Source: an optimization exercise on an open RTL-to-GDS flow (aim: small area). Production flows keep margins and buffers that such runs may drop. Only simulation tests tie the RTL to the original design; equivalence was not proved. Power is estimated from default activity; no workload was simulated.

## flow/constraint.sdc

```tcl
create_clock -name core_clock -period 10.0 [get_ports {clk}]
set_input_delay 2.0000 -clock core_clock [delete_from_list [all_inputs] [get_ports {clk}]]
set_output_delay 2.0000 -clock core_clock [all_outputs]
set_load 0.01 [all_outputs]
```

## flow/config.mk

```make
export PLATFORM = sky130hd
export DESIGN_NAME = timecore_clock
export DESIGN_NICKNAME = timecore_clock
export VERILOG_FILES = /design/flow/design.v
export SDC_FILE = /design/flow/constraint.sdc
export NUM_CORES = 4
export LEC_CHECK = 0
export CAP_MARGIN = 20
export CORE_MARGIN = 2
export CORE_UTILIZATION = 40
export PLACE_DENSITY = 0.6
export SLEW_MARGIN = 20
```

## flow/design.v

```verilog
module tick_gen #(
    parameter integer P  = 32767,
    parameter integer CW = 15
) (
    input  wire clk,
    input  wire rst,
    input  wire en,
    output wire ev
);
    reg [CW-1:0] cnt;
    assign ev = en && (cnt == 0);
    always @(posedge clk) begin
        if (rst)
            cnt <= P[CW-1:0];
        else if (!en || cnt == 0)
            cnt <= P[CW-1:0];
        else
            cnt <= cnt - 1'b1;
    end
endmodule
module pulse_gen #(
    parameter integer BL = 16384,
    parameter integer BH = 16384,
    parameter integer CW = 15
) (
    input  wire clk,
    input  wire rst,
    output wire blink
);
    reg [CW-1:0] ph;
    assign blink = (ph >= BL);
    always @(posedge clk) begin
        if (rst)
            ph <= {CW{1'b0}};
        else if (ph == BL + BH - 1)
            ph <= {CW{1'b0}};
        else
            ph <= ph + 1'b1;
    end
endmodule
module edge_debouncer #(
    parameter integer W = 10
) (
    input  wire clk,
    input  wire rst,
    input  wire i,
    output wire out
);
    reg [W-1:0] c;
    assign out = (c == 0);
    always @(posedge clk) begin
        if (rst)
            c <= 1;
        else if (c == 1)
            c <= i ? 2 : 1;
        else if (c == 0)
            c <= 1;
        else
            c <= c + 1'b1;
    end
endmodule
module button_input #(
    parameter integer W = 10
) (
    input  wire clk,
    input  wire rst,
    input  wire raw,
    output wire pressed
);
    reg s1, s2, prev;
    wire edge_det = s2 && !prev;
    always @(posedge clk) begin
        if (rst) begin
            s1   <= 1'b0;
            s2   <= 1'b0;
            prev <= 1'b0;
        end else begin
            s1   <= raw;
            s2   <= s1;
            prev <= s2;
        end
    end
    edge_debouncer #(.W(W)) deb (
        .clk(clk),
        .rst(rst),
        .i  (edge_det),
        .out(pressed)
    );
endmodule
module bcd_converter (
    input  wire [6:0] v,
    output wire [3:0] tens,
    output wire [3:0] ones
);
    assign tens = v / 7'd10;
    assign ones = v % 7'd10;
endmodule
module seven_seg (
    input  wire [3:0] d,
    output reg  [6:0] p
);
    always @(*) begin
        case (d)
            4'h0: p = 7'b0111111;
            4'h1: p = 7'b0000110;
            4'h2: p = 7'b1011011;
            4'h3: p = 7'b1001111;
            4'h4: p = 7'b1100110;
            4'h5: p = 7'b1101101;
            4'h6: p = 7'b1111101;
            4'h7: p = 7'b0000111;
            4'h8: p = 7'b1111111;
            4'h9: p = 7'b1101111;
            4'hA: p = 7'b1110111;
            4'hB: p = 7'b1111100;
            4'hC: p = 7'b1011000;
            4'hD: p = 7'b1011110;
            4'hE: p = 7'b1111001;
            default: p = 7'b1110001;
        endcase
    end
endmodule
module display_mux #(
    parameter integer P_S = 31
) (
    input  wire        clk,
    input  wire        rst,
    input  wire [31:0] digits,      
    input  wire [7:0]  editing,
    input  wire [7:0]  dp_in,
    input  wire        blink,
    output wire [2:0]  sel_idx,
    output wire [7:0]  sel_onehot,
    output wire [6:0]  seg,
    output wire        dp
);
    reg  [2:0] idx;
    wire       scan_ev;
    reg  [3:0] digit;
    wire [6:0] pattern;
    wire       blank = editing[idx] && !blink;
    tick_gen #(.P(P_S), .CW(5)) tg_scan (
        .clk(clk),
        .rst(rst),
        .en (1'b1),
        .ev (scan_ev)
    );
    seven_seg enc (
        .d(digit),
        .p(pattern)
    );
    always @(*) begin
        case (idx)
            3'd0: digit = digits[3:0];
            3'd1: digit = digits[7:4];
            3'd2: digit = digits[11:8];
            3'd3: digit = digits[15:12];
            3'd4: digit = digits[19:16];
            3'd5: digit = digits[23:20];
            3'd6: digit = digits[27:24];
            default: digit = digits[31:28];
        endcase
    end
    always @(posedge clk) begin
        if (rst)
            idx <= 3'd0;
        else if (scan_ev)
            idx <= idx + 1'b1;
    end
    assign sel_idx    = idx;
    assign sel_onehot = 8'b1 << idx;
    assign seg        = blank ? 7'b0000000 : pattern;
    assign dp         = dp_in[idx] && !blank;
endmodule
module time_core (
    input  wire       clk,
    input  wire       rst,
    input  wire [4:0] seed_h,
    input  wire [5:0] seed_m,
    input  wire [5:0] seed_s,
    input  wire       tick,
    input  wire       inc_h,
    input  wire       dec_h,
    input  wire       inc_m,
    input  wire       dec_m,
    output reg  [4:0] hours,
    output reg  [5:0] minutes,
    output reg  [5:0] seconds
);
    reg [4:0] h_next;
    reg [5:0] m_next;
    reg [5:0] s_next;
    reg signed [2:0] hd;      
    reg signed [2:0] cm;      
    reg signed [6:0] h_sum;   
    always @(*) begin
        h_next = hours;
        m_next = minutes;
        s_next = seconds;
        hd     = 3'sd0;
        cm     = 3'sd0;
        h_sum  = 7'sd0;
        if (tick) begin
            if (seconds == 6'd59) begin
                s_next = 6'd0;
                if (minutes == 6'd59) begin
                    m_next = 6'd0;
                    h_next = (hours == 5'd23) ? 5'd0 : hours + 5'd1;
                end else begin
                    m_next = minutes + 6'd1;
                end
            end else begin
                s_next = seconds + 6'd1;
            end
        end else begin
            if (inc_h)
                hd = 3'sd1;
            else if (dec_h)
                hd = -3'sd1;
            if (inc_m) begin
                if (minutes == 6'd59) begin
                    m_next = 6'd0;
                    cm     = 3'sd1;
                end else begin
                    m_next = minutes + 6'd1;
                end
            end else if (dec_m) begin
                if (minutes == 6'd0) begin
                    m_next = 6'd59;
                    cm     = -3'sd1;
                end else begin
                    m_next = minutes - 6'd1;
                end
            end
            h_sum = $signed({2'b00, hours}) + hd + cm;
            if (h_sum < 0)
                h_next = h_sum[4:0] + 5'd24;
            else if (h_sum >= 24)
                h_next = h_sum[4:0] - 5'd24;
            else
                h_next = h_sum[4:0];
        end
    end
    always @(posedge clk) begin
        if (rst) begin
            hours   <= seed_h;
            minutes <= seed_m;
            seconds <= seed_s;
        end else begin
            hours   <= h_next;
            minutes <= m_next;
            seconds <= s_next;
        end
    end
endmodule
module timecore_clock (
    input  wire       clk,
    input  wire       rst,           
    input  wire [4:0] seed_hours,    
    input  wire [5:0] seed_minutes,
    input  wire [5:0] seed_seconds,
    input  wire       tick_en,
    input  wire       raw_ih,        
    input  wire       raw_dh,
    input  wire       raw_im,
    input  wire       raw_dm,
    input  wire [7:0] editing,
    input  wire [7:0] dp_in,
    output wire [2:0] sel_idx,
    output wire [7:0] sel_onehot,
    output wire [6:0] seg,
    output wire       dp,
    output wire [4:0] hours,
    output wire [5:0] minutes,
    output wire [5:0] seconds
);
    localparam integer P_T = 32767;
    localparam integer BL  = 16384;
    localparam integer BH  = 16384;
    localparam integer P_S = 31;
    localparam integer W   = 10;
    wire tick;
    wire blink;
    wire p_ih, p_dh, p_im, p_dm;
    tick_gen #(.P(P_T), .CW(15)) tg_sec (
        .clk(clk),
        .rst(rst),
        .en (tick_en),
        .ev (tick)
    );
    pulse_gen #(.BL(BL), .BH(BH), .CW(15)) pg (
        .clk  (clk),
        .rst  (rst),
        .blink(blink)
    );
    button_input #(.W(W)) btn_ih (.clk(clk), .rst(rst), .raw(raw_ih), .pressed(p_ih));
    button_input #(.W(W)) btn_dh (.clk(clk), .rst(rst), .raw(raw_dh), .pressed(p_dh));
    button_input #(.W(W)) btn_im (.clk(clk), .rst(rst), .raw(raw_im), .pressed(p_im));
    button_input #(.W(W)) btn_dm (.clk(clk), .rst(rst), .raw(raw_dm), .pressed(p_dm));
    time_core tc (
        .clk    (clk),
        .rst    (rst),
        .seed_h (seed_hours),
        .seed_m (seed_minutes),
        .seed_s (seed_seconds),
        .tick   (tick),
        .inc_h  (p_ih),
        .dec_h  (p_dh),
        .inc_m  (p_im),
        .dec_m  (p_dm),
        .hours  (hours),
        .minutes(minutes),
        .seconds(seconds)
    );
    wire [3:0] h10, h1, m10, m1, s10, s1;
    bcd_converter bcd_h (.v({2'b00, hours}),  .tens(h10), .ones(h1));
    bcd_converter bcd_m (.v({1'b0, minutes}), .tens(m10), .ones(m1));
    bcd_converter bcd_s (.v({1'b0, seconds}), .tens(s10), .ones(s1));
    wire [31:0] digits = {4'd0, 4'd0, h10, h1, m10, m1, s10, s1};
    display_mux #(.P_S(P_S)) mux (
        .clk       (clk),
        .rst       (rst),
        .digits    (digits),
        .editing   (editing),
        .dp_in     (dp_in),
        .blink     (blink),
        .sel_idx   (sel_idx),
        .sel_onehot(sel_onehot),
        .seg       (seg),
        .dp        (dp)
    );
endmodule
```

## flow/run.sh

```bash
#!/bin/bash
# synth_recipe.tcl (not shown) runs the flow's synth.tcl, then flattens the netlist and writes it again
# the make line also repeats each setting of config.mk as NAME=value (left out here)
make -C /OpenROAD-flow-scripts/flow DESIGN_CONFIG=/design/flow/config.mk WORK_HOME=/design/flow/orfs CLKGATE_MAP_FILE= SYNTH_SCRIPT=/design/flow/synth_recipe.tcl finish
```

==> run summary <==
cells along the critical path inv_1 -> ha_1 -> mux2i_1 -> mux2_2 -> inv_2 -> ha_1 -> nand2_1 -> o22ai_1 -> a2bb2oi_1 -> o221ai_1 -> a211oi_2 -> nor2_1 -> a211o_1 -> nand2_1 -> inv_1 -> ha_1 -> mux2_1 -> o32ai_1 -> clkdlybuf4s50_1; Crit path largest cell delay 590 ps; Crit Path Category reg2out; Slew Limit Fails 0; Yosys reg bits 107; CP max-delay cell dfxtp_1; DR vias 5699; Area Growth Syn to Fin 17.7%; min Tclk post-route 7430 ps; Worst Hold Class reg2reg; Slew headroom approximately 44%; final setup skew 8.24 ps; setup ws final 2570 ps; CTS sink count around 110; vias in the first global route 5322; hold_buf cts 0; DRT Wirelength 15400 um; outcome timing/DRC/antenna clean; DRT antenna net count 0; P_leak roughly 3.1 nW; TritonCTS Buffers 9; RD Place Congestion around 0.88; via-per-instance ratio 5.17; setup TNS 0 ps; DRT iter0 DRCs 354; Starting Density 41.2%; Inserted Diodes 0; prevailing post-synth register cell dfxtp_1; period utilization around three quarters; DR DRC count 0; clock-pin slew on the worst setup and hold paths 70 ps; die width 135 um; Detailed Routing Iterations Pass 1 4; pre-CTS WS 2980 ps; family with the most delay on the worst path compound AO/OA/AOI/OAI gates; CTS tree built; All-Layer GR Usage 17.4%; Routed wire per std cell 14.0 um; Final Net Count 969; first-pass GRT wire length 25700 um; Final HPWL DP between 10000 and 15000 um; Yosys cell types 77; clock latency on the worst-skew pair 350 ps; sequential share of the synthesized area 33.6%; H-tree Lvls 3; postcts setup bufs 0; crit-path max FO 11; endpoints failing hold 0; Crit. End Element output port; die area 18300 sq um; initial antenna violation count 0; RSZ-0062 raised after global routing no; max-cap viol count 0; cts repair resizes 0; top cell type's share of synthesized area 26.2%; Overflow after GRT 0; cell taking the most area after synthesis dfxtp_1; Post-synth ARST share 0%; CORE AREA 16700 sq um; Cell Rows 47; required time of the critical path roughly 8000 ps; synthesized cell area between 6000 and 7000 sq um; top cells by area, synth dfxtp_1 (26%), ha_1 (8.2%), edfxtp_1 (7.4%), nand2_1 (5.3%), nor2_1 (5.1%); Worst Tran Pin Value 832 ps; YS warnings 8; Worst Setup Start Kind flop; num ports between 70 and 80; post-synth net total 908; Die H roughly 140 um; syn avg cell area 8.43 sq um; CP most frequent cell ha_1; crit path DAT 5430 ps; setup violators final 0; VDD IR max 0.122 mV; root buf cell clkbuf_16; number of flops mapped to enable cells by yosys 17; Cells after Synth roughly 820; fraction of layout cells with a size suffix above 1 under 10%; fmax ~0.13 GHz; # port buffers 75; CP bufs+invs 4; clock buffer depth 2; Power Dens Cells about 200 nW/um^2; largest net degree at the start of global routing 72
-- flip-flops by register name, summed over array words and instances (netlist names), 3 cells and up --
name / flops
pg.ph: 15
tg_sec.cnt: 15
btn_dh.deb.c: 10
btn_dm.deb.c: 10
btn_ih.deb.c: 10
btn_im.deb.c: 10
tc.minutes: 6
tc.seconds: 6
mux.tg_scan.cnt: 5
tc.hours: 5
mux.idx: 3
-- routing by layer --
layer / GRT usage (%) / share of wire, % / vias to the layer above
met5: 0 / 0 / -
met4: 5.44 / 1.8 / 0
met3: 3.74 / 4.1 / 19
met2: 27.7 / 45 / 103
met1: 23.7 / 49 / 2627
li1: - / - / 2950
-- through the flow --
stage          hold slack, ps  utilization [%]  cell area [sq um]  total power [W]  cells
6_report                  405             48.5               8100          0.00165   1102
5_1_grt                   431             48.5               8100          0.00179   1102
4_1_cts                   411             48.5               8100          0.00166   1102
3_5_place_dp              393             46.7               7790          0.00128   1086
3_3_place_gp              384             46.7               7790          0.00128   1086
2_1_floorplan             371                -               6880          0.00108    816
-- cells in the final DEF (no fill, tap or decap), types with 3 or more instances in the layout --
cell type / Yosys / layout
a211oi_1: 6 / 6
a21o_1: 10 / 10
a21oi_1: 35 / 35
a31oi_1: 4 / 4
and2_1: 10 / 10
and3_1: 6 / 6
clkbuf_16: 0 / 9
clkdlybuf4s50_1: 0 / 74
dfxtp_1: 90 / 90
edfxtp_1: 17 / 17
fa_1: 7 / 7
ha_1: 45 / 45
inv_1: 49 / 49
mux2_2: 5 / 5
mux2i_1: 14 / 14
mux4_2: 4 / 4
nand2_1: 97 / 97
nand2b_1: 11 / 11
nand3_1: 43 / 43
nand3b_1: 3 / 3
nand4_1: 9 / 9
nand4b_1: 4 / 4
nor2_1: 93 / 93
nor2b_1: 17 / 17
nor3_1: 20 / 20
nor3b_1: 3 / 3
nor4_1: 4 / 4
o211ai_1: 3 / 3
o21ai_0: 32 / 32
o221ai_1: 3 / 3
o22ai_1: 3 / 3
o31ai_1: 6 / 6
or3_1: 3 / 3
or4_1: 10 / 10
xnor2_1: 35 / 35
xor2_1: 37 / 37
-- final cells by class --
cell class | count | area [sq um]
well taps | 220 | 275
clock buffers | 10 | 239
fillers | 1636 | 8600
multi-input cells | 630 | 4250
clock inverters | 6 | 71.3
repair buffers | 76 | 753
inverters | 53 | 203
flip-flops and latches | 107 | 2310
-- power by group --
part / leakage [nW] / internal [W] / switching (W) / total [W]
Clock: 0.151 / 0.000204 / 0.000163 / 0.000368
Sequential: 0.905 / 0.000497 / 0.0000989 / 0.000596
Combinational: 2.08 / 0.000315 / 0.000367 / 0.000682
-- logic make-up after synthesis --
| group | Yosys count | share of synthesized area, % |
|---|---|---|
| AND/OR/NAND/NOR | 340 | 23.4 |
| AO/OA/AOI/OAI | 138 | 13.6 |
| flip-flops | 107 | 33.6 |
| buffers and inverters | 79 | 4.67 |
| XOR/XNOR | 72 | 9.16 |
| adder cells (fa/ha/maj) | 52 | 10.2 |
| multiplexers | 28 | 5.29 |
-- synth_stat cells (7+ instances only) --
library cell	n
a21oi_1	35
xor2_1	37
clkbuf_1	16
and2_1	10
ha_1	45
nor2b_1	17
edfxtp_1	17
nand4_1	9
o21ai_0	32
nor2_1	93
or4_1	10
nor3_1	20
nand2b_1	11
dfxtp_1	90
fa_1	7
inv_1	49
xnor2_1	35
nand3_1	43
a21o_1	10
mux2i_1	14
nand2_1	97
-- path summary, 6_finish.rpt --
check	startpoint	end	slack, ps	cells past startpoint
min reg2reg	mux.tg_scan.cnt[0]	mux.tg_scan.cnt[0]	400	1
max	mux.idx[0]	seg[3]	2570	19
min	mux.tg_scan.cnt[0]	mux.tg_scan.cnt[0]	400	1
max reg2reg	tc.minutes[3]	tc.hours[3]	5350	17

afterwards: timing with drivers on the ports:
The flow's constraints put no driver on any port. The routed layout listed below was extracted and timed again, unchanged, in two steps.
Step 1: set_driving_cell puts a clkbuf_16 on clk and a buf_2 on each other input, an assumption about the parent block.
Step 2 adds t to the input delays and takes it off the output delays; t is the mean of the earliest and latest rising clock arrival at the registers after step 1. Input paths then give back, and output paths get back, about the clock's delay inside the block.
a / b / c = ideal ports / drivers / drivers and shift; a / b = the first two.
t (ns): 0.391
setup WS [ns]: 2.567 / 2.525 / 2.916
hold WS [ns]: 0.405 / 0.405 / 0.405
worst setup path at the end: register to output
latest minus earliest clock arrival (ns): 0.008 / 0.008
After both steps this run still meets setup and hold. The setup slack of this run moves by -0.042 ns with the drivers and by +0.349 ns with both steps.
